This is an optimization exercise on Yosys and OpenROAD, whose aim is small area, not a production implementation. Function was checked by simulation only, so behaviour that the tests miss may differ from the original. The clock port is modelled as an ideal driver, which makes a skipped or thinned clock tree look cheaper than it is; a real chip needs a root buffer or a tree. Power is estimated from default activity; no workload was simulated.

==> flow/design.v <==
module chipemu80_core (
    input  wire        clk,
    input  wire        rst,
    output reg         mem_valid,
    output reg         mem_we,
    output reg  [15:0] mem_addr,
    output wire [7:0]  mem_wdata,
    input  wire        mem_ready,
    input  wire [7:0]  mem_rdata,
    output wire        halted,
    output wire        faulted,
    output wire [17:0] fault_addr,    
    output wire [15:0] fault_pc,
    output wire [7:0]  fault_op,
    output wire        unk_valid,
    output wire [7:0]  unk_op,
    output wire [15:0] unk_pc,
    output wire        render_yield,
    output wire [55:0] state_regs,    
    output wire [15:0] state_pc,
    output wire [15:0] state_sp,
    output wire [5:0]  state_flags    
);
    localparam [4:0]
        S_FRSP   = 5'b00001,
        S_DEC    = 5'b00010,
        S_RSP2   = 5'b00011,   
        S_DONE   = 5'b00100,
        S_HALT   = 5'b00110,
        S_FAULT  = 5'b00111,
        S_INIT   = 5'b01000,
        S_PX     = 5'b01001,   
        S_SPINC  = 5'b01010,   
        S_RING8  = 5'b01011,   
        S_CRING2 = 5'b01100,   
        S_FETCH  = 5'b10000,
        S_ORD    = 5'b10001,   
        S_HRD    = 5'b10010,   
        S_HWR    = 5'b11010,   
        S_RRDL   = 5'b10100,   
        S_RRDH   = 5'b10101,   
        S_CWLO   = 5'b11100,   
        S_CWHI   = 5'b11101;   
    reg [4:0]  state;
    reg [3:0]  cnt;
    reg [1:0]  ph;           
    reg        m_j;          
    reg        m_c;          
    reg [3:0]  icount;
    reg [7:0]  rB, rC, rD, rE, rH, rL, rA;
    reg [15:0] pc;
    reg [14:0] sp;           
    reg [7:0]  op, t;
    reg        fz, fs, fc, fh, fn;
    reg        cp, ca;       
    wire st_init  = (state == S_INIT);
    wire st_fetch = (state == S_FETCH);
    wire st_frsp  = (state == S_FRSP);
    wire st_dec   = (state == S_DEC);
    wire st_px    = (state == S_PX);
    wire st_ord   = (state == S_ORD);
    wire st_rsp2  = (state == S_RSP2);
    wire st_hrd   = (state == S_HRD);
    wire st_hwr   = (state == S_HWR);
    wire st_rrdh  = (state == S_RRDH);
    wire st_spinc = (state == S_SPINC);
    wire st_rrdl  = (state == S_RRDL);
    wire st_ring8 = (state == S_RING8);
    wire st_cwlo  = (state == S_CWLO);
    wire st_cring = (state == S_CRING2);
    wire st_cwhi  = (state == S_CWHI);
    wire st_done  = (state == S_DONE);
    assign halted  = (state == S_HALT);
    assign faulted = (state == S_FAULT);
    assign state_regs  = {rA, rB, rC, rD, rE, rH, rL};
    assign state_pc    = pc;
    assign state_sp    = {sp, 1'b0};
    assign state_flags = {fz, fs, 1'b0, fc, fh, fn};
    wire [1:0] g = op[7:6];
    wire [2:0] y = op[5:3];
    wire [2:0] z = op[2:0];
    wire is_ldrn  = (g == 2'd0) && (z == 3'd6) && (y != 3'd6);
    wire is_ld16  = (op == 8'h11) || (op == 8'h21);
    wire is_ldrr  = (g == 2'd1) && (y != 3'd6) && (z != 3'd6);
    wire is_ldrm  = (g == 2'd1) && (y != 3'd6) && (z == 3'd6);
    wire is_ldmr  = (g == 2'd1) && (y == 3'd6) && (z != 3'd6);
    wire is_halt  = (op == 8'h76);
    wire is_add   = (g == 2'd2) && (y == 3'd0) && (z != 3'd6);
    wire is_cpr   = (g == 2'd2) && (y == 3'd7) && (z != 3'd6);
    wire is_cpn   = (op == 8'hFE);
    wire is_jp    = (op == 8'hC3);
    wire is_jpz   = (op == 8'hCA);
    wire is_jpnz  = (op == 8'hC2);
    wire is_call  = (op == 8'hCD);
    wire is_ret   = (op == 8'hC9);
    wire is_retz  = (op == 8'hC8);
    wire is_retnz = (op == 8'hC0);
    wire is_nop   = (op == 8'h00);
    reg known;
    always @(*) begin
        case (g)
            2'd0: known = (z == 3'd6) ? (y != 3'd6) : (op == 8'h00 || op == 8'h11 || op == 8'h21);
            2'd1: known = 1'b1;
            2'd2: known = (z != 3'd6) && (y == 3'd0 || y == 3'd7);
            default: known = (op == 8'hFE) ||
                             ((y == 3'd0) && (z == 3'd0 || z == 3'd2 || z == 3'd3)) ||
                             ((y == 3'd1) && (z == 3'd0 || z == 3'd1 || z == 3'd2 || z == 3'd5));
        endcase
    end
    wire l2 = is_ldrn | is_cpn;
    wire l3 = is_ld16 | is_jp | is_jpz | is_jpnz | is_call;
    wire jp_taken  = is_jp | (is_jpz & fz) | (is_jpnz & ~fz);
    wire ret_taken = is_ret | (is_retz & fz) | (is_retnz & ~fz);
    wire pc_hi = &pc[15:2];
    wire pc_fd = pc_hi & (pc[1] | pc[0]);    
    wire pc_fe = pc_hi & pc[1];              
    wire pc_ff = pc_hi & pc[1] & pc[0];      
    wire sp_lo = ~|sp;                       
    wire sp_top = &sp;                       
    wire fault = (pc_hi & ((pc[1] & pc[0] & ~is_halt & ~ret_taken) |
                           (pc[1] & ~pc[0] & (l2 | l3)) |
                           (~pc[1] & pc[0] & l3 & ~jp_taken))) |
                 (is_call & sp_lo) | (ret_taken & sp_top);
    assign fault_pc   = pc;
    assign fault_op   = op;
    wire   fa_neg     = is_call & ~pc_fd;
    assign fault_addr = {fa_neg, fa_neg, 1'b1, {16{fa_neg}}};
    assign unk_valid = st_dec & ~known & ~pc_ff;
    assign unk_op    = op;
    assign unk_pc    = pc;
    assign render_yield = (st_done & (&icount)) | (st_dec & is_halt);
    wire [1:0] lenm1   = {l3, l2};
    wire regop_en = ~m_j & ((ph != 2'd0) | (lenm1 == 2'd0));
    wire reg_act  = st_px & cnt[3] & regop_en;
    wire wr_bus   = is_ldrr | is_ldrn | is_ldrm | is_ld16;
    wire use_t    = is_ldrn | is_ldrm | is_ld16 | is_cpn;
    wire rd_z     = is_ldrr | is_add | is_cpr | is_ldmr;
    wire alu_op   = is_add | is_cpr | is_cpn;
    wire [2:0] dest = is_ld16 ? {op[5], ~op[5], ~ph[1]} : y;
    reg rz;
    always @(*) begin
        case (z)
            3'd0: rz = rB[0];
            3'd1: rz = rC[0];
            3'd2: rz = rD[0];
            3'd3: rz = rE[0];
            3'd4: rz = rH[0];
            3'd5: rz = rL[0];
            default: rz = rA[0];
        endcase
    end
    wire bus = ~st_init & (use_t ? t[0] : rz);
    wire sp_op  = st_spinc | st_cring;
    wire alu_a  = sp_op ? sp[0] : rA[0];
    wire alu_b  = sp_op ? (cnt == 4'd1) : bus;
    wire sub    = sp_op ? st_cring : ~is_add;
    wire sum    = alu_a ^ alu_b ^ ca;
    wire cnext  = ((alu_a ^ sub) & alu_b) | ((alu_a ^ sub) & ca) | (alu_b & ca);
    wire alu_run = (reg_act & alu_op) | st_spinc | (st_cring & m_c);
    wire [7:0] sh_en;
    genvar k;
    generate
        for (k = 0; k < 8; k = k + 1) begin : g_sh
            assign sh_en[k] = st_init |
                              (reg_act & ((wr_bus & (dest == k)) | (rd_z & (z == k)) |
                                          ((k == 7) & alu_op)));
        end
    endgenerate
    wire a_in = (reg_act & is_add) ? sum : ((st_init | (wr_bus & (dest == 3'd7))) ? bus : rA[0]);
    wire ring   = (st_ring8 | st_cring) & cnt[3];
    wire go_px  = st_dec & ~fault & ~is_halt & ~ret_taken & ~is_ldrm;
    wire pc_sh  = st_init | st_px | go_px | ring;
    wire kb     = (cnt[2:0] == 3'd0) & ((~cnt[3] & (st_px | go_px)) | (st_ring8 & m_c));
    wire pc_sum = pc[0] ^ kb ^ cp;
    wire pc_in  = ~st_init & (ring ? op[0] : pc_sum);
    wire t_load  = (st_px & (cnt == 4'd0) & ~m_j) | (st_rsp2 & m_j) | (st_spinc & (cnt == 4'd1));
    wire t_sh    = ring | (reg_act & (use_t | is_ldmr));
    wire t_in    = ring ? pc_sum : bus;
    wire op_load = st_frsp | (st_px & (cnt == 4'd0) & m_j) | (st_rsp2 & ~m_j);
    wire sp_sh   = st_init | st_spinc | (st_cring & m_c);
    assign mem_wdata = t;
    always @(*) begin
        mem_valid = state[4] & (~(state[3] & state[2]) | m_c);
        mem_we    = state[3];
        if (state[1])
            mem_addr = {rH, rL};
        else if (state[2])
            mem_addr = {sp, state[0]};
        else
            mem_addr = pc;
    end
    wire timed = st_init | st_px | go_px | st_spinc | st_ring8 | st_cring;
    wire tdone = &cnt;
    wire [3:0] preset = {st_rsp2, 2'b00, st_rrdh | st_cwlo};
    wire adv = state[4] ? (mem_ready | (state[3] & state[2] & ~m_c)) :
               (state[3] ? tdone : 1'b1);
    reg [4:0] target;
    always @(*) begin
        case (state)
            S_INIT:   target = S_FETCH;
            S_FETCH:  target = S_FRSP;
            S_FRSP:   target = S_DEC;
            S_DEC:    target = fault ? S_FAULT : is_halt ? S_HALT : ret_taken ? S_RRDH :
                               is_ldrm ? S_HRD : S_PX;
            S_PX:     target = (m_j | (ph != lenm1)) ? S_ORD : (is_ldmr ? S_HWR : S_DONE);
            S_ORD:    target = (m_j & ph[0]) ? S_RSP2 : S_PX;
            S_RSP2:   target = S_RING8;
            S_HRD:    target = S_PX;
            S_HWR:    target = S_DONE;
            S_RRDH:   target = S_SPINC;
            S_SPINC:  target = S_RRDL;
            S_RRDL:   target = S_RSP2;
            S_RING8:  target = S_CWLO;
            S_CWLO:   target = S_CRING2;
            S_CRING2: target = S_CWHI;
            S_CWHI:   target = S_DONE;
            S_DONE:   target = S_FETCH;
            S_HALT:   target = S_HALT;
            default:  target = S_FAULT;
        endcase
    end
    wire [4:0] nstate = adv ? target : state;
    always @(posedge clk) begin
        if (rst) begin
            state <= S_INIT;
            cnt   <= 4'd0;
        end else begin
            state <= nstate;
            cnt   <= timed ? cnt + 4'd1 : preset;
        end
    end
    always @(posedge clk) begin
        if (st_dec) begin
            ph  <= 2'd0;
            m_j <= jp_taken | is_call;
            m_c <= is_call;
        end else if (st_ord & mem_ready) begin
            ph <= ph + 2'd1;
        end
    end
    always @(posedge clk) begin
        if (st_init)
            icount <= 4'd0;
        else if (st_done)
            icount <= icount + 4'd1;
    end
    always @(posedge clk) begin
        if (sh_en[0]) rB <= {bus, rB[7:1]};
        if (sh_en[1]) rC <= {bus, rC[7:1]};
        if (sh_en[2]) rD <= {bus, rD[7:1]};
        if (sh_en[3]) rE <= {bus, rE[7:1]};
        if (sh_en[4]) rH <= {bus, rH[7:1]};
        if (sh_en[5]) rL <= {bus, rL[7:1]};
        if (sh_en[7]) rA <= {a_in, rA[7:1]};
    end
    always @(posedge clk) begin
        if (pc_sh) begin
            pc <= {pc_in, pc[15:1]};
            cp <= ~st_init & ((pc[0] & kb) | (pc[0] & cp) | (kb & cp));
        end
        if (sp_sh)
            sp <= {st_init | sum, sp[14:1]};
        ca <= alu_run & cnext;
        if (t_load)    t <= mem_rdata;
        else if (t_sh) t <= {t_in, t[7:1]};
        if (op_load)   op <= mem_rdata;
        else if (ring) op <= {t[0], op[7:1]};
    end
    wire fl_en = reg_act & alu_op;
    always @(posedge clk) begin
        if (st_init) begin
            fz <= 1'b0; fs <= 1'b0; fc <= 1'b0; fh <= 1'b0; fn <= 1'b0;
        end else if (fl_en) begin
            fz <= ~sum & ((cnt[2:0] == 3'd0) | fz);
            fs <= sum;
            fn <= sub;
            if (cnt[2:0] == 3'd3) fh <= cnext;
            if (cnt[2:0] == 3'd7) fc <= cnext;
        end
    end
endmodule
==> flow/flow/run.sh <==
#!/bin/bash
set -euo pipefail
export BUFFER_PORTS_ARGS="-buffer_cell sky130_fd_sc_hd__buf_1"
export CTS_ARGS="-sink_clustering_enable -repair_clock_nets -dont_use_dummy_load -root_buf sky130_fd_sc_hd__clkbuf_16 -buf_list sky130_fd_sc_hd__clkbuf_4"
bash standard.sh > flow.log 2>&1
==> flow/standard.sh <==
#!/bin/bash
# synth_recipe.tcl (not shown) runs the flow's synth.tcl, then flattens the netlist and writes it again
# the make line also repeats each setting of config.mk as NAME=value (left out here)
make -C /OpenROAD-flow-scripts/flow DESIGN_CONFIG=/design/flow/config.mk WORK_HOME=/design/flow/orfs CLKGATE_MAP_FILE= SYNTH_SCRIPT=/design/flow/synth_recipe.tcl "${@:-finish}"
==> flow/config.mk <==
export PLATFORM = sky130hd
export DESIGN_NAME = chipemu80_core
export DESIGN_NICKNAME = chipemu80_core
export VERILOG_FILES = /design/flow/design.v
export SDC_FILE = /design/flow/constraint.sdc
export NUM_CORES = 4
export LEC_CHECK = 0
export CAP_MARGIN = 20
export CORE_MARGIN = 2
export CORE_UTILIZATION = 40
export PLACE_DENSITY = 0.6
export SLEW_MARGIN = 20
==> flow/constraint.sdc <==
create_clock -name core_clock -period 8.0 [get_ports {clk}]
set_input_delay 1.6000 -clock core_clock [delete_from_list [all_inputs] [get_ports {clk}]]
set_output_delay 1.6000 -clock core_clock [all_outputs]
set_load 0.01 [all_outputs]
==> flow_summary.yaml, run 1 <==
cells_and_area:
  syn_to_final_growth_pct: 8.94
  n_antenna_cell: 0
  largest_reg_flops: 16
  top_regs: "pc: 16 flops, sp: 15 flops"
  regMostFlops: "pc"
  fin_nets: 769
  drive_above_1_share: 0.0816
min_path:
  worstHoldPathType: "flop to flop"
cts:
  cts_sinks: 127
  numCtsBuffers: 17
  htreeDepth: 4
  clkSlewWorstSetupHoldPaths_ns: 0.13
  clock_latency_ns: 0.38
  cts_tree: "done"
  ctsResizeCount: 0
  ctsHoldBuffers: 0
  post_cts_buffers: 0
  cts_root_buf: "clkbuf_16"
  clock_path_buffers: 2
yosys:
  synth_edf_count: 106
  synth_seq_cells: 127
  synthTopCellsByArea: "edfxtp_1, buf_4, dfxtp_1, nand2_1, o21ai_0"
  synth_cells: 618
  yosysMostFrequentCell: "edfxtp_1"
  synth_top_cell_by_area: "edfxtp_1"
  synth_cell_types: 72
  synthFlopType: "edfxtp_1"
  synth.yosys.warnings: 1
  synth.cell_area_sq_um: 6740
  yosys-top-cells-count: "edfxtp_1, buf_4, nand2_1"
  synth.top_cell.area_share: 0.472
  syn_avg_cell_area_sq_um: 10.9
  async_flop_share: 0
  synth.yosys.seq_area_share: 0.534
critical_path:
  crit_type: "flop to output pin"
  start_kind: "flop"
  slowest_stage: "nor4_1"
  ff2ff_setup_slack_ns: 4.44
  max_stage_delay_ns: 0.82
  crit_arrival_ns: 2.58
  crit_fanout: 17
  path_cells: "nand4_1 -> nor4_1 -> a21oi_1 -> buf_1"
  required_ns: 6.40
  cp-end-kind: "output pin"
power_and_ir_drop:
  power.static_leakage_nw: 2.48
  cellPowerDensity_nw_per_um2: 419
  pwr-share-clk: 0.101
  p_int_mw: 1.68
  total_power_mw: 3.08
  p_switching_mw: 1.39
  ir_drop_mv: 0.175
  p_seq_frac: 0.466
  switching_share: 0.453
  combPwrFrac: 0.433
floorplan:
  core_area_sq_um: 16500
  fp.dieH_um: 134
  start_util: 0.408
  rows: 47
  die-area_sq_um: 17900
  boundaryPins: 201
  die_w_um: 134
drt:
  drtPass1Iterations: 5
  viasPerCell: 5.32
  routedWlPerCell_um: 18.3
  vias: 5151
  final_antenna_net_count: 0
  drc: 0
  drtIter0Drc: 341
  drt-total-wl_um: 17700
run_status:
  status: "complete, no violations"
timing:
  setup_tns_ns: 0
  post-route-period-util: 0.522
  hold_viol: 0
  slew_headroom: 0.348
  rsz0062_at_grt: "no"
  worst_pin_slew_ns: 0.971
  skew_ns: 0.0515
  fin_crit_ns: 4.18
  finalSetupViolCount: 0
  slew_violations: 0
  fmax_ghz: 0.239
  setup_ws_ns: 3.82
global_routing:
  grt_pass1_wl_um: 27200
  track_usage: 0.197
  grt_max_degree: 54
  antenna_found_initial: 0
  grt_overflow: 0
  grt_pass1_vias: 4896
place:
  hpwl_um: 13300
  pre_cts_ws_ns: 4.18
  place.gp.congestion: 0.974
  portBuffers: 197
job:
  drv_cap: 0
==> per-layer routing <==
metal / part of all wire / track usage / routed length (um) / up-vias
met2: 0.47 / 0.315 / 8410 / 226
met1: 0.44 / 0.259 / 7830 / 2464
li1: - / - / - / 2433
met4: 0.023 / 0.0780 / 401 / 0
met3: 0.061 / 0.0484 / 1080 / 28
met5: 0 / 0 / 0 / -
==> cell families after synthesis <==
group	synth area share
buffers and inverters	0.103
XOR/XNOR	0.0208
AO/OA/AOI/OAI	0.117
AND/OR/NAND/NOR	0.148
flip-flops	0.534
multiplexers	0.0583
other	0.00111
adder cells (fa/ha/maj)	0.0176
==> power groups by stage <==
stage | sequential, mW | combinational [mW] | clock (mW)
6_report | 1.43 | 1.33 | 0.312
5_1_grt | 1.48 | 1.46 | 0.350
4_1_cts | 1.44 | 1.34 | 0.328
3_5_place_dp | 1.45 | 1.34 | 0
3_3_place_gp | 1.43 | 1.33 | 0
2_1_floorplan | 1.43 | 0.894 | 0
==> cell usage in the layout, fill, tap and decap left out, drive strengths merged, types with 3 or more instances in the layout <==
cell type	n
conb	3
nand2	60
a31oi	7
nor3	8
nand2b	8
nor2	44
a311oi	4
buf	205
and2	6
o21ai	45
edfxtp	106
or2	3
clkbuf	17
xnor2	9
nor2b	9
mux2i	22
and3	7
inv	21
nand3	13
dfxtp	21
nand4	10
o21a	3
mux2	15
a22oi	5
a221oi	3
a32oi	3
a211oi	9
o211ai	3
nand3b	3
nor4	5
a21oi	22
ha	7
xor2	7
nor3b	5
==> per-stage QoR <==
stage | cells | hold WS [ns] | cell area [sq um] | util
after global placement | 950 | 0.434 | 7200 | 0.435
after detailed placement | 951 | 0.436 | 7200 | 0.436
after floorplan | 619 | 0.473 | 6750 | -
after CTS | 968 | 0.428 | 7350 | 0.445
after global routing | 968 | 0.440 | 7350 | 0.445
final | 968 | 0.423 | 7350 | 0.445
==> worst max-delay path: cells and delay by family, from the launching register on <==
| family | cells | cell delay [ns] |
|---|---|---|
| AO/OA/AOI/OAI | 1 | 0.51 |
| buffers and inverters | 1 | 0.25 |
| flip-flops | 1 | 0.50 |
| AND/OR/NAND/NOR | 2 | 0.94 |
==> layout make-up <==
type / instances / area, sq um
clock buffer: 17 / 145
fill: 1621 / 9180
inverter: 21 / 78.8
multi-input combinational: 378 / 2450
sequential: 127 / 3600
tap: 220 / 275
timing repair buffer: 205 / 797
==> path summary, 6_finish.rpt <==
| path | startpoint | to | cells past startpoint |
|---|---|---|---|
| worst max-delay path | pc[3] | fault_addr[3] | 4 |
| worst min-delay path | rB[2] | rB[1] | 0 |
| worst max register to register | pc[3] | pc[15] | 10 |
| worst min register to register | rB[2] | rB[1] | 0 |
==> run 2: changes to the inputs <==
==> flow/flow/run.sh (replaced) <==
#!/bin/bash
set -euo pipefail
export BUFFER_PORTS_ARGS="-buffer_cell sky130_fd_sc_hd__buf_1"
export CTS_ARGS="-sink_clustering_enable -repair_clock_nets -dont_use_dummy_load -root_buf sky130_fd_sc_hd__clkbuf_8 -buf_list sky130_fd_sc_hd__clkbuf_4"
bash standard.sh > flow.log 2>&1
==> run 2 against run 1 <==
Compared with the run above: die area unchanged; final area down 0.15%; first-iteration DRC count down 2.9%; utilization down 0.068 points; largest power group unchanged; highest routed layer unchanged.
==> flow_summary.yaml, run 2 <==
run_status:
  status: "complete, no violations"
cells_and_area:
  layout_commonest_cell: "buf_1"
  drive_above_1_share: 0.0816
  ff_latch_area_sq_um: 3600
  final_cells: 968
  fin_area_sq_um: 7330
  multi_input_area_sq_um: 2450
  fin_nets: 769
  n_antenna_cell: 0
  n_fill_cell: 1622
  final_cell_mix: "buf_1, edfxtp_1, nand2_1"
  top_regs: "pc: 16 flops, sp: 15 flops"
  regMostFlops: "pc"
  syn_to_final_growth_pct: 8.78
  largest_reg_flops: 16
  final_util: 0.444
critical_path:
  worstReg2RegStart: "op[2]"
  cp-end-kind: "output pin"
  slowest_stage: "nor4_1"
  path_cells: "nand4_1 -> nor4_1 -> a21oi_1 -> buf_1"
  crit_type: "flop to output pin"
  required_ns: 6.40
  crit_arrival_ns: 2.63
  rr_worst_depth: 10
  ff2ff_setup_slack_ns: 4.43
  crit_fanout: 17
  start_kind: "flop"
  max_stage_delay_ns: 0.82
  r2r_end: "pc[15]"
yosys:
  syn_avg_cell_area_sq_um: 10.9
  yosysMostFrequentCell: "edfxtp_1"
  synth_seq_cells: 127
  synth.yosys.warnings: 1
  yosys-top-cells-count: "edfxtp_1, buf_4, nand2_1"
  synthTopCellsByArea: "edfxtp_1, buf_4, dfxtp_1, nand2_1, o21ai_0"
  synth_top_cell_by_area: "edfxtp_1"
  synth.yosys.seq_area_share: 0.534
  synth_cell_types: 72
  synth.cell_area_sq_um: 6740
  synth_edf_count: 106
  synth_cells: 618
  synthFlopType: "edfxtp_1"
  async_flop_share: 0
  synth.top_cell.area_share: 0.472
drt:
  final_antenna_net_count: 0
  drtPass1Iterations: 5
  drtIter0Drc: 331
  drc: 0
  routedWlPerCell_um: 18.4
  viasPerCell: 5.32
  vias: 5147
  drt-total-wl_um: 17800
cts:
  ctsHoldBuffers: 0
  cts_tree: "done"
  clock_path_buffers: 2
  post_cts_buffers: 0
  ctsResizeCount: 0
  clkSlewWorstSetupHoldPaths_ns: 0.13
  htreeDepth: 4
  cts_root_buf: "clkbuf_8"
  cts_sinks: 127
  clock_latency_ns: 0.43
  numCtsBuffers: 17
power_and_ir_drop:
  total_power_mw: 3.07
  cellPowerDensity_nw_per_um2: 418
  power.static_leakage_nw: 2.47
  ir_drop_mv: 0.175
timing:
  slew_violations: 0
  skew_ns: 0.0544
  fmax_ghz: 0.236
  finalSetupViolCount: 0
  fin_crit_ns: 4.23
  hold_slack_ns: 0.423
  rsz0062_at_grt: "no"
  post-route-period-util: 0.529
  setup_tns_ns: 0
  slew_headroom: 0.349
  setup_ws_ns: 3.77
  hold_viol: 0
  worst_pin_slew_ns: 0.969
floorplan:
  die-area_sq_um: 17900
  boundaryPins: 201
  die_w_um: 134
  start_util: 0.408
  core_area_sq_um: 16500
  rows: 47
  fp.dieH_um: 134
global_routing:
  grt_pass1_vias: 4896
  grt_overflow: 0
  track_usage: 0.197
  grt_pass1_wl_um: 27200
  grt_max_degree: 54
  antenna_found_initial: 0
min_path:
  hold_depth: 0
  hold_start: "rB[2]"
  worstHoldPathType: "flop to flop"
  holdPathEnd: "rB[1]"
job:
  drv_cap: 0
place:
  portBuffers: 197
  pre_cts_ws_ns: 4.18
  place.gp.congestion: 0.974
  hpwl_um: 13300
  dp.cells: 951
  dpl_cell_area_sq_um: 7200
[run 2: power by group]
group          leakage, nW  total (mW)  switching [mW]  internal (mW)
combinational         1.23        1.33           0.887          0.445
sequential            1.16        1.43           0.313           1.12
clock               0.0808       0.300           0.196          0.104
[run 2: worst max path at each step]
stage	startpoint	end	slack, ns
2_1_floorplan	op[5]	fault_addr[0]	4.46
3_3_place_gp	state[2]	render_yield	4.16
3_5_place_dp	pc[2]	fault_addr[6]	4.18
4_1_cts	pc[3]	fault_addr[6]	3.69
5_1_grt	pc[3]	fault_addr[5]	3.46
6_report	pc[3]	fault_addr[3]	3.77
[run 2: layer usage]
metal / track usage / wire length (um) / vias to the layer above
met2: 0.315 / 8390 / 212
met1: 0.259 / 7910 / 2472
met5: 0 / 0 / -
li1: - / - / 2437
met3: 0.0484 / 1070 / 26
met4: 0.0780 / 399 / 0
[run 2: worst max-delay path, delay by kind of cell, from the launching register on]
family          cells  cell delay (ns)
simple gates        2             0.94
buf+inv             1             0.24
flops               1             0.50
compound gates      1             0.51
[run 2: cells by family (layout without fill, tap and decap cells)]
kind of cell             after synthesis  after routing  synth area share
adder cells (fa/ha/maj)                9              9            0.0176
buffers and inverters                114            243             0.103
other                                  2              3           0.00111
AND/OR/NAND/NOR                      192            192             0.148
AO/OA/AOI/OAI                        121            121             0.117
XOR/XNOR                              16             16            0.0208
multiplexers                          37             37            0.0583
flip-flops                           127            127             0.534
[run 2: cell type report]
cell class	instances	area share
repair buffers	205	0.109
well taps	220	0.0375
inverters	21	0.0107
multi-input cells	378	0.334
clock buffers	17	0.0183
flip-flops and latches	127	0.491
==> run 3: changes to the inputs <==
==> flow/flow/run.sh (replaced) <==
#!/bin/bash
set -euo pipefail
export BUFFER_PORTS_ARGS="-buffer_cell sky130_fd_sc_hd__buf_1"
export CTS_ARGS="-sink_clustering_enable -repair_clock_nets -dont_use_dummy_load -root_buf sky130_fd_sc_hd__clkbuf_8 -buf_list sky130_fd_sc_hd__clkbuf_4 -sink_buffer_max_cap_derate 0.5"
bash standard.sh > flow.log 2>&1
==> run 3 against run 2 <==
Compared with the run above: still clean; area after synthesis is the same; utilization unchanged; non-clock buffer count stayed put; critical path depth unchanged; combinational power barely moved; register-to-register slack about the same; fmax unchanged; worst setup slack unchanged; critical endpoint unchanged.
==> flow_summary.yaml, run 3 <==
drt:
  drt-total-wl_um: 17800
  drtIter0Drc: 331
  drtPass1Iterations: 5
  vias: 5147
  viasPerCell: 5.32
  drc: 0
  routedWlPerCell_um: 18.4
  final_antenna_net_count: 0
power_and_ir_drop:
  cellPowerDensity_nw_per_um2: 418
  power.static_leakage_nw: 2.47
  ir_drop_mv: 0.175
place:
  place.gp.congestion: 0.974
  pre_cts_ws_ns: 4.18
  portBuffers: 197
  hpwl_um: 13300
  dpl_cell_area_sq_um: 7200
  dp.cells: 951
timing:
  hold_viol: 0
  setup_ws_ns: 3.77
  fin_crit_ns: 4.23
  fmax_ghz: 0.236
  setup_tns_ns: 0
  slew_headroom: 0.349
  skew_ns: 0.0544
  finalSetupViolCount: 0
  post-route-period-util: 0.529
  slew_violations: 0
  worst_pin_slew_ns: 0.969
  rsz0062_at_grt: "no"
yosys:
  synth.cell_area_sq_um: 6740
  synth.yosys.warnings: 1
  synth_fa_ha_area_frac: 0.0176
  yosysMostFrequentCell: "edfxtp_1"
  synth_cell_types: 72
  synth.top_cell.area_share: 0.472
  yosys-top-cells-count: "edfxtp_1, buf_4, nand2_1"
  synth_top_cell_by_area: "edfxtp_1"
  syn_avg_cell_area_sq_um: 10.9
  yosys.area_share.xor_xnor: 0.0208
  async_flop_share: 0
  synthTopCellsByArea: "edfxtp_1, buf_4, dfxtp_1, nand2_1, o21ai_0"
  synth_edf_count: 106
  synth-simple-area-share: 0.148
  synth-compound-area-share: 0.117
  synth.yosys.seq_area_share: 0.534
  synth_cells: 618
  synthFlopType: "edfxtp_1"
  synth_top_family_by_area: "simple AND/OR/NAND/NOR gates"
  muxShareOfSynthArea: 0.0583
  synth_seq_cells: 127
min_path:
  worstHoldPathType: "flop to flop"
  hold_start: "rB[2]"
critical_path:
  crit_start: "pc[3]"
  crit_buf_inv: 1
  crit_type: "flop to output pin"
  required_ns: 6.40
  max_stage_delay_ns: 0.82
  slowest_stage: "nor4_1"
  crit_arrival_ns: 2.63
  cp-end-kind: "output pin"
  ff2ff_setup_slack_ns: 4.43
  crit_fanout: 17
  path_delay_family: "simple AND/OR/NAND/NOR gates"
  path_cells: "nand4_1 -> nor4_1 -> a21oi_1 -> buf_1"
  worstReg2RegStart: "op[2]"
  start_kind: "flop"
cells_and_area:
  largest_reg_flops: 16
  n_antenna_cell: 0
  final_util: 0.444
  syn_to_final_growth_pct: 8.78
  fin_area_sq_um: 7330
  final_cell_mix: "buf_1, edfxtp_1, nand2_1"
  fin_nets: 769
  drive_above_1_share: 0.0816
  regMostFlops: "pc"
  final_cells: 968
  top_regs: "pc: 16 flops, sp: 15 flops"
  layout_commonest_cell: "buf_1"
floorplan:
  core_area_sq_um: 16500
  die-area_sq_um: 17900
  die_w_um: 134
  rows: 47
  start_util: 0.408
  boundaryPins: 201
  fp.dieH_um: 134
cts:
  ctsHoldBuffers: 0
  numCtsBuffers: 17
  clock_path_buffers: 2
  cts_sinks: 127
  clock_latency_ns: 0.43
  clkSlewWorstSetupHoldPaths_ns: 0.13
  cts_root_buf: "clkbuf_8"
  cts_tree: "done"
  ctsResizeCount: 0
  htreeDepth: 4
  post_cts_buffers: 0
global_routing:
  grt_pass1_wl_um: 27200
  antenna_found_initial: 0
  grt_overflow: 0
  grt_pass1_vias: 4896
  track_usage: 0.197
  grt_max_degree: 54
run_status:
  status: "complete, no violations"
job:
  drv_cap: 0
==> run 3: cell counts in the layout (fill, tap and decap cells not counted) <==
No cell type changed its count.
==> run 3: cell type report <==
class                      instances  area, sq um
fill                            1622         9190
clock buffer                      17          134
sequential                       127         3600
multi-input combinational        378         2450
timing repair buffer             205          797
tap                              220          275
inverter                          21         78.8
==> run 3: through the flow <==
stage          total power [mW]  hold slack, ns
2_1_floorplan              2.32           0.473
4_1_cts                    3.09           0.428
3_5_place_dp               2.78           0.436
3_3_place_gp               2.76           0.434
6_report                   3.07           0.423
5_1_grt                    3.28           0.440
==> run 3: kinds of logic after synthesis <==
logic type,after synthesis
fa+ha+maj,9
other cells,2
mux,37
compound gates,121
xor+xnor,16
simple gates,192
flops,127
buf+inv,114
==> run 3: path summary, 6_finish.rpt <==
| path | depth (start not counted) | end |
|---|---|---|
| max | 4 | fault_addr[3] |
| min | 0 | rB[1] |
| max reg2reg | 10 | pc[15] |
| min reg2reg | 0 | rB[1] |
==> run 3: per-layer routing <==
metal / vias to the layer above / GRT usage / share of wire
li1: 2437 / - / -
met1: 2472 / 0.259 / 0.44
met2: 212 / 0.315 / 0.47
met3: 26 / 0.0484 / 0.060
met4: 0 / 0.0780 / 0.022
met5: - / 0 / 0
==> run 3: power by group <==
part | switching, mW | total (mW) | leakage [nW] | internal [mW]
sequential | 0.313 | 1.43 | 1.16 | 1.12
combinational | 0.887 | 1.33 | 1.23 | 0.445
clock | 0.196 | 0.300 | 0.0808 | 0.104
==> run 4: changes to the inputs <==
==> flow/flow/run.sh (replaced) <==
#!/bin/bash
set -euo pipefail
export BUFFER_PORTS_ARGS="-buffer_cell sky130_fd_sc_hd__buf_1"
export CTS_ARGS="-sink_clustering_enable -repair_clock_nets -dont_use_dummy_load -root_buf sky130_fd_sc_hd__clkbuf_8 -buf_list sky130_fd_sc_hd__clkbuf_8"
bash standard.sh > flow.log 2>&1
==> run 4 against run 3 <==
Compared with the run above: count of clock-buffer cells in the layout unchanged; utilization up 0.61 points; combinational power about the same; register-to-register slack about the same; final cell count unchanged; critical path type unchanged.
==> flow_summary.yaml, run 4 <==
cells_and_area:
  top_regs: "pc: 16 flops, sp: 15 flops"
  final_cell_mix: "buf_1, edfxtp_1, nand2_1"
  n_fill_cell: 1604
  layout_commonest_cell: "buf_1"
  fin_nets: 769
  fin_area_sq_um: 7430
  syn_to_final_growth_pct: 10.3
  n_antenna_cell: 0
  largest_reg_flops: 16
  regMostFlops: "pc"
  drive_above_1_share: 0.0816
drt:
  drt-total-wl_um: 17800
  vias: 5172
  drc: 0
  viasPerCell: 5.34
  wl_met2_um: 8430
  drtIter0Drc: 314
  final_antenna_net_count: 0
  drtPass1Iterations: 7
  drt-met1-wl_um: 7830
  topRoutingLayerUsed: "met4"
  routedWlPerCell_um: 18.4
  wl_met3_um: 1080
yosys:
  yosys-top-cells-count: "edfxtp_1, buf_4, nand2_1"
  synth_top_cell_by_area: "edfxtp_1"
  synth_cells: 618
  synth.yosys.warnings: 1
  synth_edf_count: 106
  async_flop_share: 0
  syn_avg_cell_area_sq_um: 10.9
  yosysMostFrequentCell: "edfxtp_1"
  synth_cell_types: 72
  synth.cell_area_sq_um: 6740
  synthTopCellsByArea: "edfxtp_1, buf_4, dfxtp_1, nand2_1, o21ai_0"
  synth_seq_cells: 127
  synthFlopType: "edfxtp_1"
  synth.yosys.seq_area_share: 0.534
  synth.top_cell.area_share: 0.472
run_status:
  status: "complete, no violations"
floorplan:
  die_w_um: 134
  core_area_sq_um: 16500
  boundaryPins: 201
  start_util: 0.408
  fp.dieH_um: 134
  rows: 47
  die-area_sq_um: 17900
global_routing:
  grt_pass1_wl_um: 27200
  antenna_found_initial: 0
  grt_max_degree: 54
  grt_overflow: 0
  track_usage: 0.198
  grt_pass1_vias: 4899
critical_path:
  slowest_stage: "nor4_1"
  crit_fanout: 17
  cp-end-kind: "output pin"
  start_kind: "flop"
  crit_arrival_ns: 2.66
  max_stage_delay_ns: 0.84
  worstReg2RegStart: "pc[2]"
  crit_type: "flop to output pin"
  required_ns: 6.40
  path_cells: "nand4_1 -> nor4_1 -> a21oi_1 -> buf_1"
  r2r_end: "t[7]"
  ff2ff_setup_slack_ns: 4.44
  rr_worst_depth: 10
timing:
  hold_slack_ns: 0.439
  post-route-period-util: 0.533
  finalSetupViolCount: 0
  hold_viol: 0
  setup_tns_ns: 0
  skew_ns: 0.0348
  slew_headroom: 0.345
  fmax_ghz: 0.235
  fin_crit_ns: 4.26
  slew_violations: 0
  worst_pin_slew_ns: 0.973
  rsz0062_at_grt: "no"
min_path:
  hold_start: "rB[2]"
  worstHoldPathType: "flop to flop"
  holdPathEnd: "rB[1]"
  hold_depth: 0
power_and_ir_drop:
  power.static_leakage_nw: 2.51
  total_power_mw: 3.16
  ir_drop_mv: 0.171
  cellPowerDensity_nw_per_um2: 425
place:
  portBuffers: 197
  dpl_cell_area_sq_um: 7200
  place.gp.congestion: 0.974
  hpwl_um: 13300
job:
  drv_cap: 0
cts:
  clock_latency_ns: 0.44
  htreeDepth: 4
  cts_root_buf: "clkbuf_8"
  clkSlewWorstSetupHoldPaths_ns: 0.08
  numCtsBuffers: 17
  clock_path_buffers: 2
  post_cts_buffers: 0
  cts_tree: "done"
  ctsHoldBuffers: 0
  ctsResizeCount: 0
  cts_sinks: 127
## run 4: cell counts after synthesis
No cell type changed its count.
## run 4: cell families after synthesis
family	share of synthesized area
buf+inv	0.103
xor+xnor	0.0208
other cells	0.00111
flops	0.534
compound gates	0.117
simple gates	0.148
mux	0.0583
fa+ha+maj	0.0176
## run 4: power breakdown
part           internal (mW)  total, mW  switching [mW]
Sequential              1.12       1.43           0.311
Combinational          0.446       1.33           0.887
Clock                  0.186      0.396           0.210
Total                   1.75       3.16            1.41
## run 4: how the worst max path moves through the flow
stage	start	slack, ns	to	cells after the start
floorplan	op[5]	4.46	fault_addr[0]	5
global placement	state[2]	4.16	render_yield	5
detailed placement	pc[2]	4.18	fault_addr[6]	4
CTS	pc[2]	3.70	fault_addr[6]	4
global route	pc[3]	3.47	fault_addr[5]	4
finish	pc[2]	3.74	fault_addr[3]	4
## run 4: area by class of cell
cell class | count | area (sq um) | share of cell area
inverters | 21 | 78.8 | 0.0106
repair buffers | 205 | 797 | 0.107
well taps | 220 | 275 | 0.0370
multi-input cells | 378 | 2450 | 0.329
clock buffers | 17 | 234 | 0.0315
flip-flops and latches | 127 | 3600 | 0.485
## run 4: metrics by stage
stage	cells	setup WS [ns]	utilization
after floorplan	619	4.46	-
after global placement	950	4.16	0.435
final	968	3.74	0.450
after global routing	968	3.47	0.450
after detailed placement	951	4.18	0.436
after CTS	968	3.70	0.450
## run 4: per-layer routing
metal / vias up / track usage
met2: 231 / 0.315
met4: 0 / 0.0762
met1: 2479 / 0.261
met5: - / 0
li1: 2433 / -
met3: 29 / 0.0476
## run 4: worst max-delay path: cells and delay by family (launching register included)
family,cells,cell delay (ns)
AO/OA/AOI/OAI,1,0.52
flip-flops,1,0.49
AND/OR/NAND/NOR,2,0.97
buffers and inverters,1,0.25
==> run 5: changes to the inputs <==
==> flow/flow/run.sh (replaced) <==
#!/bin/bash
# Own layout flow. It runs the standard flow with three changes:
#  1. after the standard synthesis, the combinational logic between the
#     registers is re-optimised for area by ABC (the register cells and
#     their names are kept exactly as the standard synthesis made them);
#  2. the port buffers that global placement inserts use buf_1;
#  3. clock tree synthesis uses clkbuf_8 buffers and no dummy loads.
# Each tool writes its full output to a log file in this folder.
set -euo pipefail
export BUFFER_PORTS_ARGS="-buffer_cell sky130_fd_sc_hd__buf_1"
export CTS_ARGS="-sink_clustering_enable -repair_clock_nets -dont_use_dummy_load -root_buf sky130_fd_sc_hd__clkbuf_8 -buf_list sky130_fd_sc_hd__clkbuf_8"

W=$PWD
R=$W/orfs/results/$FLOW_PLATFORM/chipemu80_core/base
LIB=$FLOW_HOME/platforms/$FLOW_PLATFORM/lib/sky130_fd_sc_hd__tt_025C_1v80.lib
YOSYS=$FLOW_HOME/../tools/install/yosys/bin/yosys
[[ -x $YOSYS ]] || YOSYS=yosys

bash standard.sh synth > synth.log 2>&1
cp $R/1_2_yosys.v $W/std_netlist.v

DU=$(sed -n '/DONT_USE_CELLS/,/^$/p' $FLOW_HOME/platforms/$FLOW_PLATFORM/config.mk | tr -d '\\' | tr ' ' '\n' | grep '^sky130' | sed 's/^/-dont_use /' | tr '\n' ' ')
printf 'strash\n&get -n\n&deepsyn -T 60\n&nf -a\n&put\ndnsize\n' > $W/reopt.abc
cat > $W/reopt.ys <<EOT
read_liberty -ignore_miss_func $LIB
read_verilog $W/std_netlist.v
hierarchy -top $FLOW_TOP
setattr -mod -set keep_hierarchy 1 sky130_fd_sc_hd__*df* sky130_fd_sc_hd__conb_1
flatten
opt_clean -purge
abc -liberty $LIB $DU -script $W/reopt.abc
opt_clean -purge
splitnets
opt_clean -purge
hilomap -singleton -hicell sky130_fd_sc_hd__conb_1 HI -locell sky130_fd_sc_hd__conb_1 LO
insbuf -buf sky130_fd_sc_hd__buf_4 A X
opt_clean -purge
select -module $FLOW_TOP
select -clear
blackbox sky130_fd_sc_hd__*
tee -o $W/reopt_stat.txt stat -liberty $LIB
write_verilog -noattr -nohex -nodec $W/reopt_netlist.v
EOT
$YOSYS -s $W/reopt.ys > $W/reopt.log 2>&1
cp $W/reopt_netlist.v $R/1_2_yosys.v
rm -f $R/1_synth.odb $R/1_synth.sdc
bash standard.sh > flow.log 2>&1
==> run 5 against run 4 <==
Compared with the run above: largest power group unchanged; non-clock buffer count down 2; sequential cell count did not move; register-to-register slack worse by 0.46 ns; utilization is 2.7 points lower; via count fell by 5.4%; fmax fell by 6.2%; clock power hardly changed; hold slack improved by 0.0072 ns.
==> flow_summary.yaml, run 5 <==
drt:
  final_antenna_net_count: 0
  vias: 4894
  viasPerCell: 5.43
  drtIter0Drc: 534
  drc: 0
  drt-total-wl_um: 16900
  drtPass1Iterations: 6
  routedWlPerCell_um: 18.7
global_routing:
  grt_pass1_wl_um: 25600
  grt_overflow: 0
  grt_pass1_vias: 4615
  antenna_found_initial: 0
  grt_max_degree: 31
  track_usage: 0.189
run_status:
  status: "complete, no violations"
critical_path:
  ff2ff_setup_slack_ns: 3.98
  rr_worst_depth: 7
  crit_fanout: 17
  worstReg2RegStart: "state[1]"
  crit_type: "flop to output pin"
  cp-end-kind: "output pin"
  crit_arrival_ns: 2.94
  start_kind: "flop"
  required_ns: 6.40
  crit_start: "op[4]"
floorplan:
  core_area_sq_um: 16400
  rows: 47
  start_util: 0.404
  boundaryPins: 201
  fp.dieH_um: 133
  die-area_sq_um: 17600
  die_w_um: 133
cells_and_area:
  largest_reg_flops: 16
  top_regs: "pc: 16 flops, sp: 15 flops"
  final_cell_mix: "buf_1, edfxtp_1, nand2_1"
  drive_above_1_share: 0.0338
  n_antenna_cell: 0
  final_cells: 901
  syn_to_final_growth_pct: 4.62
  n_fill_cell: 1627
  fin_nets: 694
  layout_commonest_cell: "buf_1"
  regMostFlops: "pc"
timing:
  fin_crit_ns: 4.54
  slew_violations: 0
  post-route-period-util: 0.568
  setup_tns_ns: 0
  worst_pin_slew_ns: 1.11
  hold_slack_ns: 0.446
  hold_viol: 0
  skew_ns: 0.0236
  rsz0062_at_grt: "no"
  slew_headroom: 0.260
  fmax_ghz: 0.220
  finalSetupViolCount: 0
power_and_ir_drop:
  cellPowerDensity_nw_per_um2: 424
  ir_drop_mv: 0.136
  power.static_leakage_nw: 2.24
cts:
  ctsResizeCount: 0
  htreeDepth: 4
  cts_root_buf: "clkbuf_8"
  cts_sinks: 127
  cts_tree: "done"
  clkSlewWorstSetupHoldPaths_ns: 0.07
  clock_latency_ns: 0.44
  post_cts_buffers: 0
  ctsHoldBuffers: 0
  clock_path_buffers: 2
  numCtsBuffers: 17
yosys:
  syn_avg_cell_area_sq_um: 11.2
  synth.cell_area_sq_um: 6630
  synth_cells: 592
  synth.yosys.warnings: 1
min_path:
  hold_start: "rE[5]"
  worstHoldPathType: "flop to flop"
  hold_depth: 0
place:
  hpwl_um: 12600
  portBuffers: 197
  dp.cells: 884
  place.gp.congestion: 0.866
job:
  drv_cap: 0
-- run 5: changes by cell type in the layout (fill, tap and decap cells not counted), moves of 14 or more --
cell,change
a222oi_1,+16
clkinv_1,+30
inv_1,-20
mux2_2,-15
mux2i_1,-18
nand2_1,-24
nor2_1,-14
-- run 5: path summary, 6_finish.rpt --
kind,end
setup / recovery,fault_addr[5]
hold / removal,rE[4]
setup reg to reg,op[6]
hold reg to reg,rE[4]
-- run 5: worst max-delay path: stages, from the launching register on --
cell      delay [ns]
edfxtp_1        0.55
nor4bb_1        0.68
o211ai_1        0.26
nor2_1          0.20
and2_0          0.61
buf_1           0.23
-- run 5: per-layer routing --
metal  global-route usage  vias to the layer above  part of all wire
met5                    0                        -                 0
met1                0.244                     2358              0.43
met4               0.0597                        0             0.015
met2                0.304                      266              0.48
met3               0.0621                       25             0.083
li1                     -                     2245                 -
-- run 5: final cells by class --
cell class / count / area (sq um) / area share
clock buffers: 17 / 234 / 0.0337
inverters: 30 / 113 / 0.0162
multi-input cells: 304 / 1930 / 0.278
flip-flops and latches: 127 / 3600 / 0.519
well taps: 220 / 275 / 0.0397
repair buffers: 203 / 785 / 0.113
-- run 5: per-stage QoR --
stage | setup slack [ns] | area, sq um | total power [mW] | utilization
2_1_floorplan | 4.27 | 6640 | 2.29 | -
3_3_place_gp | 4.01 | 6700 | 2.53 | 0.409
3_5_place_dp | 3.95 | 6700 | 2.56 | 0.409
4_1_cts | 3.46 | 6940 | 2.96 | 0.423
5_1_grt | 3.22 | 6940 | 3.12 | 0.423
6_report | 3.46 | 6940 | 2.94 | 0.423
-- run 5: power by group --
part / leakage (nW) / internal, mW / switching, mW
logic: 0.890 / 0.344 / 0.743
clock network: 0.122 / 0.186 / 0.209
registers: 1.23 / 1.14 / 0.313
==> run 6: changes to the inputs <==
--- a/flow/flow/run.sh
+++ b/flow/flow/run.sh
@@ -4,13 +4,16 @@
 #     registers is re-optimised for area by ABC (the register cells and
 #     their names are kept exactly as the standard synthesis made them);
 #  2. the port buffers that global placement inserts use buf_1;
-#  3. clock tree synthesis uses clkbuf_8 buffers and no dummy loads.
+#  3. clock tree synthesis uses clkbuf_8 buffers and no dummy loads; leaf
+#     clock buffers with at most 9 sinks are then resized to clkbuf_4.
 # Each tool writes its full output to a log file in this folder.
 set -euo pipefail
 export BUFFER_PORTS_ARGS="-buffer_cell sky130_fd_sc_hd__buf_1"
 export CTS_ARGS="-sink_clustering_enable -repair_clock_nets -dont_use_dummy_load -root_buf sky130_fd_sc_hd__clkbuf_8 -buf_list sky130_fd_sc_hd__clkbuf_8"
 
 W=$PWD
+export POST_CTS_TCL=$W/flow/post_cts.tcl
+export CLK_SMALL_FANOUT=9
 R=$W/orfs/results/$FLOW_PLATFORM/chipemu80_core/base
 LIB=$FLOW_HOME/platforms/$FLOW_PLATFORM/lib/sky130_fd_sc_hd__tt_025C_1v80.lib
 YOSYS=$FLOW_HOME/../tools/install/yosys/bin/yosys
==> flow/flow/post_cts.tcl (new file) <==
# After clock tree synthesis: clock buffers that drive few sinks are
# resized from clkbuf_8 to clkbuf_4, then the placement is legalised again.
set small [get_lib_cells sky130_fd_sc_hd__clkbuf_4]
set n 0
foreach inst [get_cells clkbuf_*] {
  if {[get_property $inst ref_name] ne "sky130_fd_sc_hd__clkbuf_8"} { continue }
  set out [get_pins -of_objects $inst -filter "direction==output"]
  set net [get_nets -of_objects $out]
  set sinks [expr {[llength [get_pins -of_objects $net]] - 1}]
  if {$sinks <= $::env(CLK_SMALL_FANOUT)} {
    replace_cell $inst $small
    incr n
  }
}
puts "post_cts: resized $n clock buffers to clkbuf_4"
detailed_placement
check_placement -verbose
==> run 6 against run 5 <==
Compared with the run above: register-to-register slack hardly changed; hold slack improved by 0.0025 ns; utilization fell by 0.53 points; fmax rose by 1.0%; worst setup slack better by 0.046 ns; area after synthesis unchanged; clock power fell by 21%; final cell count stayed put; critical path depth unchanged; die area is the same; largest cell class unchanged.
==> flow_summary.yaml, run 6 <==
floorplan:
  core_area_sq_um: 16400
  boundaryPins: 201
  die-area_sq_um: 17600
  start_util: 0.404
  rows: 47
  die_w_um: 133
  fp.dieH_um: 133
timing:
  hold_slack_ns: 0.449
  skew_ns: 0.0290
  finalSetupViolCount: 0
  setup_tns_ns: 0
  post-route-period-util: 0.562
  worst_pin_slew_ns: 1.11
  fmax_ghz: 0.222
  hold_viol: 0
  slew_headroom: 0.257
  slew_violations: 0
  rsz0062_at_grt: "no"
  fin_crit_ns: 4.50
drt:
  drtIter0Drc: 467
  drc: 0
  drtPass1Iterations: 7
  final_antenna_net_count: 0
  vias: 4851
  viasPerCell: 5.38
  drt-total-wl_um: 16900
  routedWlPerCell_um: 18.7
critical_path:
  crit_arrival_ns: 2.90
  rr_worst_depth: 7
  required_ns: 6.40
  slowest_stage: "nor4bb_1"
  path_delay_family: "simple AND/OR/NAND/NOR gates"
  crit_start: "op[4]"
  worstReg2RegStart: "state[1]"
  path_cells: "nor4bb_1 -> o211ai_1 -> nor2_1 -> and2_0 -> buf_1"
  path_depth: 5
  crit_fanout: 17
  max_stage_delay_ns: 0.66
  start_kind: "flop"
  crit_type: "flop to output pin"
  cp-end-kind: "output pin"
  crit_buf_inv: 1
power_and_ir_drop:
  ir_drop_mv: 0.135
  p_seq_frac: 0.510
  p_int_mw: 1.60
  switching_share: 0.439
  combPwrFrac: 0.381
  p_switching_mw: 1.25
  total_power_mw: 2.85
  cellPowerDensity_nw_per_um2: 416
  power.static_leakage_nw: 2.21
  pwr-share-clk: 0.109
cells_and_area:
  ff_latch_area_sq_um: 3600
  n_antenna_cell: 0
  largest_reg_flops: 16
  multi_input_area_sq_um: 1930
  syn_to_final_growth_pct: 3.30
  final_util: 0.418
  layout_commonest_cell: "buf_1"
  fin_nets: 694
  final_cell_mix: "buf_1, edfxtp_1, nand2_1"
  drive_above_1_share: 0.0338
  top_regs: "pc: 16 flops, sp: 15 flops"
  n_fill_cell: 1639
  regMostFlops: "pc"
global_routing:
  grt_overflow: 0
  use_met3: 0.0621
  antenna_found_initial: 0
  grt_pass1_wl_um: 25600
  use_met1: 0.244
  top_usage_layer: "met2"
  grt_max_degree: 31
  track_usage: 0.189
  grt_pass1_vias: 4612
  use_met2: 0.304
cts:
  cts_sinks: 127
  clock_latency_ns: 0.42
  cts_tree: "done"
  clkSlewWorstSetupHoldPaths_ns: 0.07
job:
  drv_cap: 0
place:
  portBuffers: 197
  hpwl_um: 12600
  place.gp.congestion: 0.866
min_path:
  hold_depth: 0
  worstHoldPathType: "flop to flop"
  hold_start: "rD[3]"
yosys:
  synth_cells: 592
  syn_avg_cell_area_sq_um: 11.2
  synth.yosys.warnings: 1
  synth.cell_area_sq_um: 6630
run_status:
  status: "complete, no violations"
run 6: cell type report:
class,instances,share of cell area
timing repair buffer,203,0.115
tap,220,0.0402
sequential,127,0.526
multi-input combinational,304,0.281
inverter,30,0.0164
clock buffer,17,0.0214
run 6: stage by stage:
stage          std cells  setup WS (ns)  area [sq um]
2_1_floorplan        593           4.27          6640
3_3_place_gp         884           4.01          6700
3_5_place_dp         884           3.95          6700
5_1_grt              901           3.23          6850
6_report             901           3.50          6850
run 6: path summary, 6_finish.rpt:
kind	endpoint	slack (ns)
setup reg to reg	op[6]	3.98
hold / removal	rD[2]	0.45
hold reg to reg	rD[2]	0.45
setup / recovery	fault_addr[5]	3.50
run 6: per-layer routing:
layer	share of wire	vias to the layer above
met5	0	-
met4	0.014	0
met3	0.081	23
met2	0.48	244
met1	0.43	2333
li1	-	2251
run 6: power by group through the flow:
stage               Sequential [mW]  Clock [mW]  Combinational, mW
finish                         1.45       0.312               1.09
floorplan                      1.39           0              0.901
global placement               1.45           0               1.08
detailed placement             1.47           0               1.09
global route                   1.50       0.344               1.19
==> run 7: changes to the inputs <==
--- a/flow/flow/run.sh
+++ b/flow/flow/run.sh
@@ -3,9 +3,11 @@
 #  1. after the standard synthesis, the combinational logic between the
 #     registers is re-optimised for area by ABC (the register cells and
 #     their names are kept exactly as the standard synthesis made them);
-#  2. the port buffers that global placement inserts use buf_1;
-#  3. clock tree synthesis uses clkbuf_8 buffers and no dummy loads; leaf
-#     clock buffers with at most 9 sinks are then resized to clkbuf_4.
+#  2. the buffers synthesis leaves are removed at floorplan, and the port
+#     buffers that global placement inserts use buf_1;
+#  3. clock tree synthesis uses clkbuf_8 buffers and no dummy loads; then
+#     leaf clock buffers are merged with a near leaf up to 16 sinks each,
+#     and leaves with at most 8 sinks are resized to clkbuf_4.
 # Each tool writes its full output to a log file in this folder.
 set -euo pipefail
 export BUFFER_PORTS_ARGS="-buffer_cell sky130_fd_sc_hd__buf_1"
@@ -13,7 +15,9 @@
 
 W=$PWD
 export POST_CTS_TCL=$W/flow/post_cts.tcl
-export CLK_SMALL_FANOUT=9
+export CLK_SMALL_FANOUT=8
+export CLK_MAX_FANOUT=16
+export REMOVE_ABC_BUFFERS=1
 R=$W/orfs/results/$FLOW_PLATFORM/chipemu80_core/base
 LIB=$FLOW_HOME/platforms/$FLOW_PLATFORM/lib/sky130_fd_sc_hd__tt_025C_1v80.lib
 YOSYS=$FLOW_HOME/../tools/install/yosys/bin/yosys
==> flow/flow/post_cts.tcl (replaced) <==
# After clock tree synthesis: leaf clock buffers that drive few flip-flops
# are merged with a nearby leaf (up to CLK_MAX_FANOUT sinks per leaf), and
# leaves that drive at most CLK_SMALL_FANOUT sinks are resized to clkbuf_4.
# The placement is then legalised again.
set block [ord::get_db_block]
set maxf $::env(CLK_MAX_FANOUT)

proc leaf_info {block} {
  # leaf clock buffers: CTS buffers whose output drives only flip-flop pins
  set leaves {}
  foreach inst [$block getInsts] {
    set name [$inst getName]
    if {![string match clkbuf_* $name]} { continue }
    set onet ""
    foreach it [$inst getITerms] {
      if {[$it isOutputSignal]} { set onet [$it getNet] }
    }
    if {$onet eq "" || $onet eq "NULL"} { continue }
    set sinks 0
    set isleaf 1
    foreach it [$onet getITerms] {
      if {[$it isOutputSignal]} { continue }
      set m [[[$it getInst] getMaster] getName]
      if {[string match *clkbuf* $m]} { set isleaf 0 }
      incr sinks
    }
    if {$isleaf} { lappend leaves [list $inst $onet $sinks] }
  }
  return $leaves
}

set merged 0
while {1} {
  set leaves [lsort -integer -index 2 [leaf_info $block]]
  set done 1
  foreach a $leaves {
    lassign $a ia na fa
    lassign [$ia getLocation] xa ya
    set best ""; set bd 1e18
    foreach b $leaves {
      lassign $b ib nb fb
      if {$ib eq $ia || $fa + $fb > $maxf} { continue }
      lassign [$ib getLocation] xb yb
      set d [expr {abs($xa - $xb) + abs($ya - $yb)}]
      if {$d < $bd} { set bd $d; set best $b }
    }
    if {$best eq ""} { continue }
    lassign $best ib nb fb
    foreach it [$na getITerms] {
      if {[$it isOutputSignal]} { continue }
      $it disconnect
      $it connect $nb
    }
    foreach it [$ia getITerms] { $it disconnect }
    odb::dbInst_destroy $ia
    odb::dbNet_destroy $na
    incr merged
    set done 0
    break
  }
  if {$done} { break }
}

set small [get_lib_cells sky130_fd_sc_hd__clkbuf_4]
set n 0
foreach l [leaf_info $block] {
  lassign $l inst net sinks
  if {$sinks <= $::env(CLK_SMALL_FANOUT)} {
    replace_cell [get_cells [$inst getName]] $small
    incr n
  }
}
puts "post_cts: merged $merged leaf clock buffers, resized $n to clkbuf_4"
detailed_placement
check_placement -verbose
--- a/flow/config.mk
+++ b/flow/config.mk
@@ -8,5 +8,6 @@
 export CAP_MARGIN = 20
 export CORE_MARGIN = 2
 export CORE_UTILIZATION = 40
+export GPL_TIMING_DRIVEN = 0
 export PLACE_DENSITY = 0.6
 export SLEW_MARGIN = 20
==> run 7 against run 6 <==
Compared with the run above: still clean on timing, DRC and antenna; global-route usage is 0.44 points lower; sequential power hardly changed; register-to-register slack worse by 0.26 ns; area after synthesis stayed put; non-clock buffer count is 4 lower; synthesized cell count stayed put; final cell count is 1.0% lower; worst setup slack worse by 0.13 ns; clock power is 7.7% higher; combinational power hardly changed; critical path type unchanged.
==> flow_summary.yaml, run 7 <==
run_status:
  status: "complete, no violations"
min_path:
  worstHoldPathType: "flop to flop"
  hold_start: "rE[7]"
  holdPathEnd: "rE[6]"
  hold_depth: 0
cells_and_area:
  regMostFlops: "pc"
  syn_to_final_growth_pct: 3.43
  n_antenna_cell: 0
  drive_above_1_share: 0.0268
  n_fill_cell: 1652
  layout_commonest_cell: "buf_1"
  top_regs: "pc: 16 flops, sp: 15 flops"
  fin_nets: 685
  largest_reg_flops: 16
  final_cell_mix: "buf_1, edfxtp_1, nand2_1"
cts:
  clkSlewWorstSetupHoldPaths_ns: 0.10
  cts_sinks: 127
  clock_latency_ns: 0.42
power_and_ir_drop:
  cellPowerDensity_nw_per_um2: 416
  combPwrFrac: 0.374
  ir_drop_mv: 0.206
  p_int_mw: 1.61
  p_switching_mw: 1.25
  power.static_leakage_nw: 2.19
  switching_share: 0.437
  p_seq_frac: 0.508
  pwr-share-clk: 0.118
global_routing:
  grt_pass1_vias: 4321
  top_usage_layer: "met2"
  use_met1: 0.265
  grt_overflow: 0
  use_met2: 0.280
  grt_pass1_wl_um: 25200
  antenna_found_initial: 0
  track_usage: 0.185
  grt_max_degree: 31
  use_met3: 0.0513
place:
  hpwl_um: 12200
  portBuffers: 197
  place.gp.congestion: 0.914
drt:
  final_antenna_net_count: 0
  viasPerCell: 5.42
  routedWlPerCell_um: 18.5
  drc: 0
  drtIter0Drc: 484
  drtPass1Iterations: 7
  drt-total-wl_um: 16500
  vias: 4833
floorplan:
  start_util: 0.404
  die_w_um: 133
  core_area_sq_um: 16400
  boundaryPins: 201
  die-area_sq_um: 17600
  rows: 47
  fp.dieH_um: 133
timing:
  fmax_ghz: 0.216
  hold_viol: 0
  hold_slack_ns: 0.427
  post-route-period-util: 0.579
  rsz0062_at_grt: "no"
  skew_ns: 0.0335
  worst_pin_slew_ns: 1.08
  finalSetupViolCount: 0
  setup_tns_ns: 0
  slew_violations: 0
  fin_crit_ns: 4.63
  slew_headroom: 0.271
critical_path:
  start_kind: "flop"
  crit_arrival_ns: 3.03
  rr_worst_depth: 7
  required_ns: 6.40
  ff2ff_setup_slack_ns: 3.72
  cp-end-kind: "output pin"
  crit_type: "flop to output pin"
  worstReg2RegStart: "op[1]"
  r2r_end: "rL[0]"
  crit_fanout: 14
yosys:
  synth.cell_area_sq_um: 6630
  syn_avg_cell_area_sq_um: 11.2
  synth.yosys.warnings: 1
  synth_cells: 592
job:
  drv_cap: 0
[run 7: worst max-delay path by stage]
stage          startpoint             to  slack [ns]
2_1_floorplan       op[4]  fault_addr[0]        3.30
3_3_place_gp     state[1]          rH[0]        2.93
3_5_place_dp     state[1]          rB[6]        3.79
5_1_grt             op[3]      unk_valid        3.16
6_report            op[3]      unk_valid        3.37
[run 7: routing by layer]
metal | part of all wire | up-vias | wire length, um
met5 | 0 | - | 0
met4 | 0.011 | 0 | 186
met3 | 0.073 | 12 | 1200
met2 | 0.46 | 222 | 7540
met1 | 0.46 | 2365 | 7610
li1 | - | 2234 | -
[run 7: cell type report]
| cell class | instances | area (sq um) | share of cell area |
|---|---|---|---|
| Sequential cell | 127 | 3600 | 0.526 |
| Multi-Input combinational cell | 304 | 1940 | 0.283 |
| Timing Repair Buffer | 199 | 762 | 0.111 |
| Tap cell | 220 | 275 | 0.0401 |
| Clock buffer | 12 | 165 | 0.0241 |
| Inverter | 30 | 113 | 0.0164 |
[run 7: critical path, cell delays in order (launching register included)]
cell	delay (ns)
edfxtp_1	0.63
and3b_1	0.40
or3_1	0.17
nor3b_1	0.37
o21ai_0	0.33
a311oi_1	0.50
buf_1	0.21
[run 7: power by group through the flow]
stage | clock network [mW] | registers [mW] | logic, mW
2_1_floorplan | 0 | 1.53 | 0.457
3_3_place_gp | 0 | 1.44 | 1.05
3_5_place_dp | 0 | 1.46 | 1.07
5_1_grt | 0.372 | 1.50 | 1.17
6_report | 0.336 | 1.45 | 1.07
[run 7: stage by stage]
| stage | area [sq um] | instances | setup WS, ns | power (mW) | util |
|---|---|---|---|---|---|
| 2_1_floorplan | 5640 | 461 | 3.30 | 1.99 | - |
| 3_5_place_dp | 6680 | 879 | 3.79 | 2.53 | 0.407 |
| 5_1_grt | 6860 | 892 | 3.16 | 3.04 | 0.418 |
| 6_report | 6860 | 892 | 3.37 | 2.85 | 0.418 |
| 3_3_place_gp | 6660 | 878 | 2.93 | 2.50 | 0.406 |

-- re-timing with driven ports --
No port has a modelled driver above. Below, the same layouts with a new extraction and two added sets of constraints.
Step 1: set_driving_cell puts a clkbuf_16 on clk and a buf_2 on each other input, an assumption about the parent block.
Step 2 moves the port delays by t, midway between the first and last clock arrival at a register: inputs arrive t later, outputs are due t later. That takes back most of the time a late clock gives input paths.
Slacks: ideal / step 1 / step 2; pairs: ideal / step 1.
run | t, ns | slack for setup (ns) | clock arrival spread, ns
run 1 | 0.392 | 3.822 / 3.780 / 4.172 | 0.052 / 0.052
run 2 | 0.438 | 3.765 / 3.728 / 4.166 | 0.055 / 0.054
run 3 | 0.438 | 3.765 / 3.728 / 4.166 | 0.055 / 0.054
run 4 | 0.461 | 3.739 / 3.702 / 4.163 | 0.035 / 0.035
run 5 | 0.468 | 3.455 / 3.417 / 3.885 | 0.023 / 0.023
run 6 | 0.444 | 3.501 / 3.463 / 3.907 | 0.029 / 0.029
run 7 | 0.437 | 3.369 / 3.333 / 3.717 | 0.034 / 0.034
After both steps setup and hold are still met in every run listed.
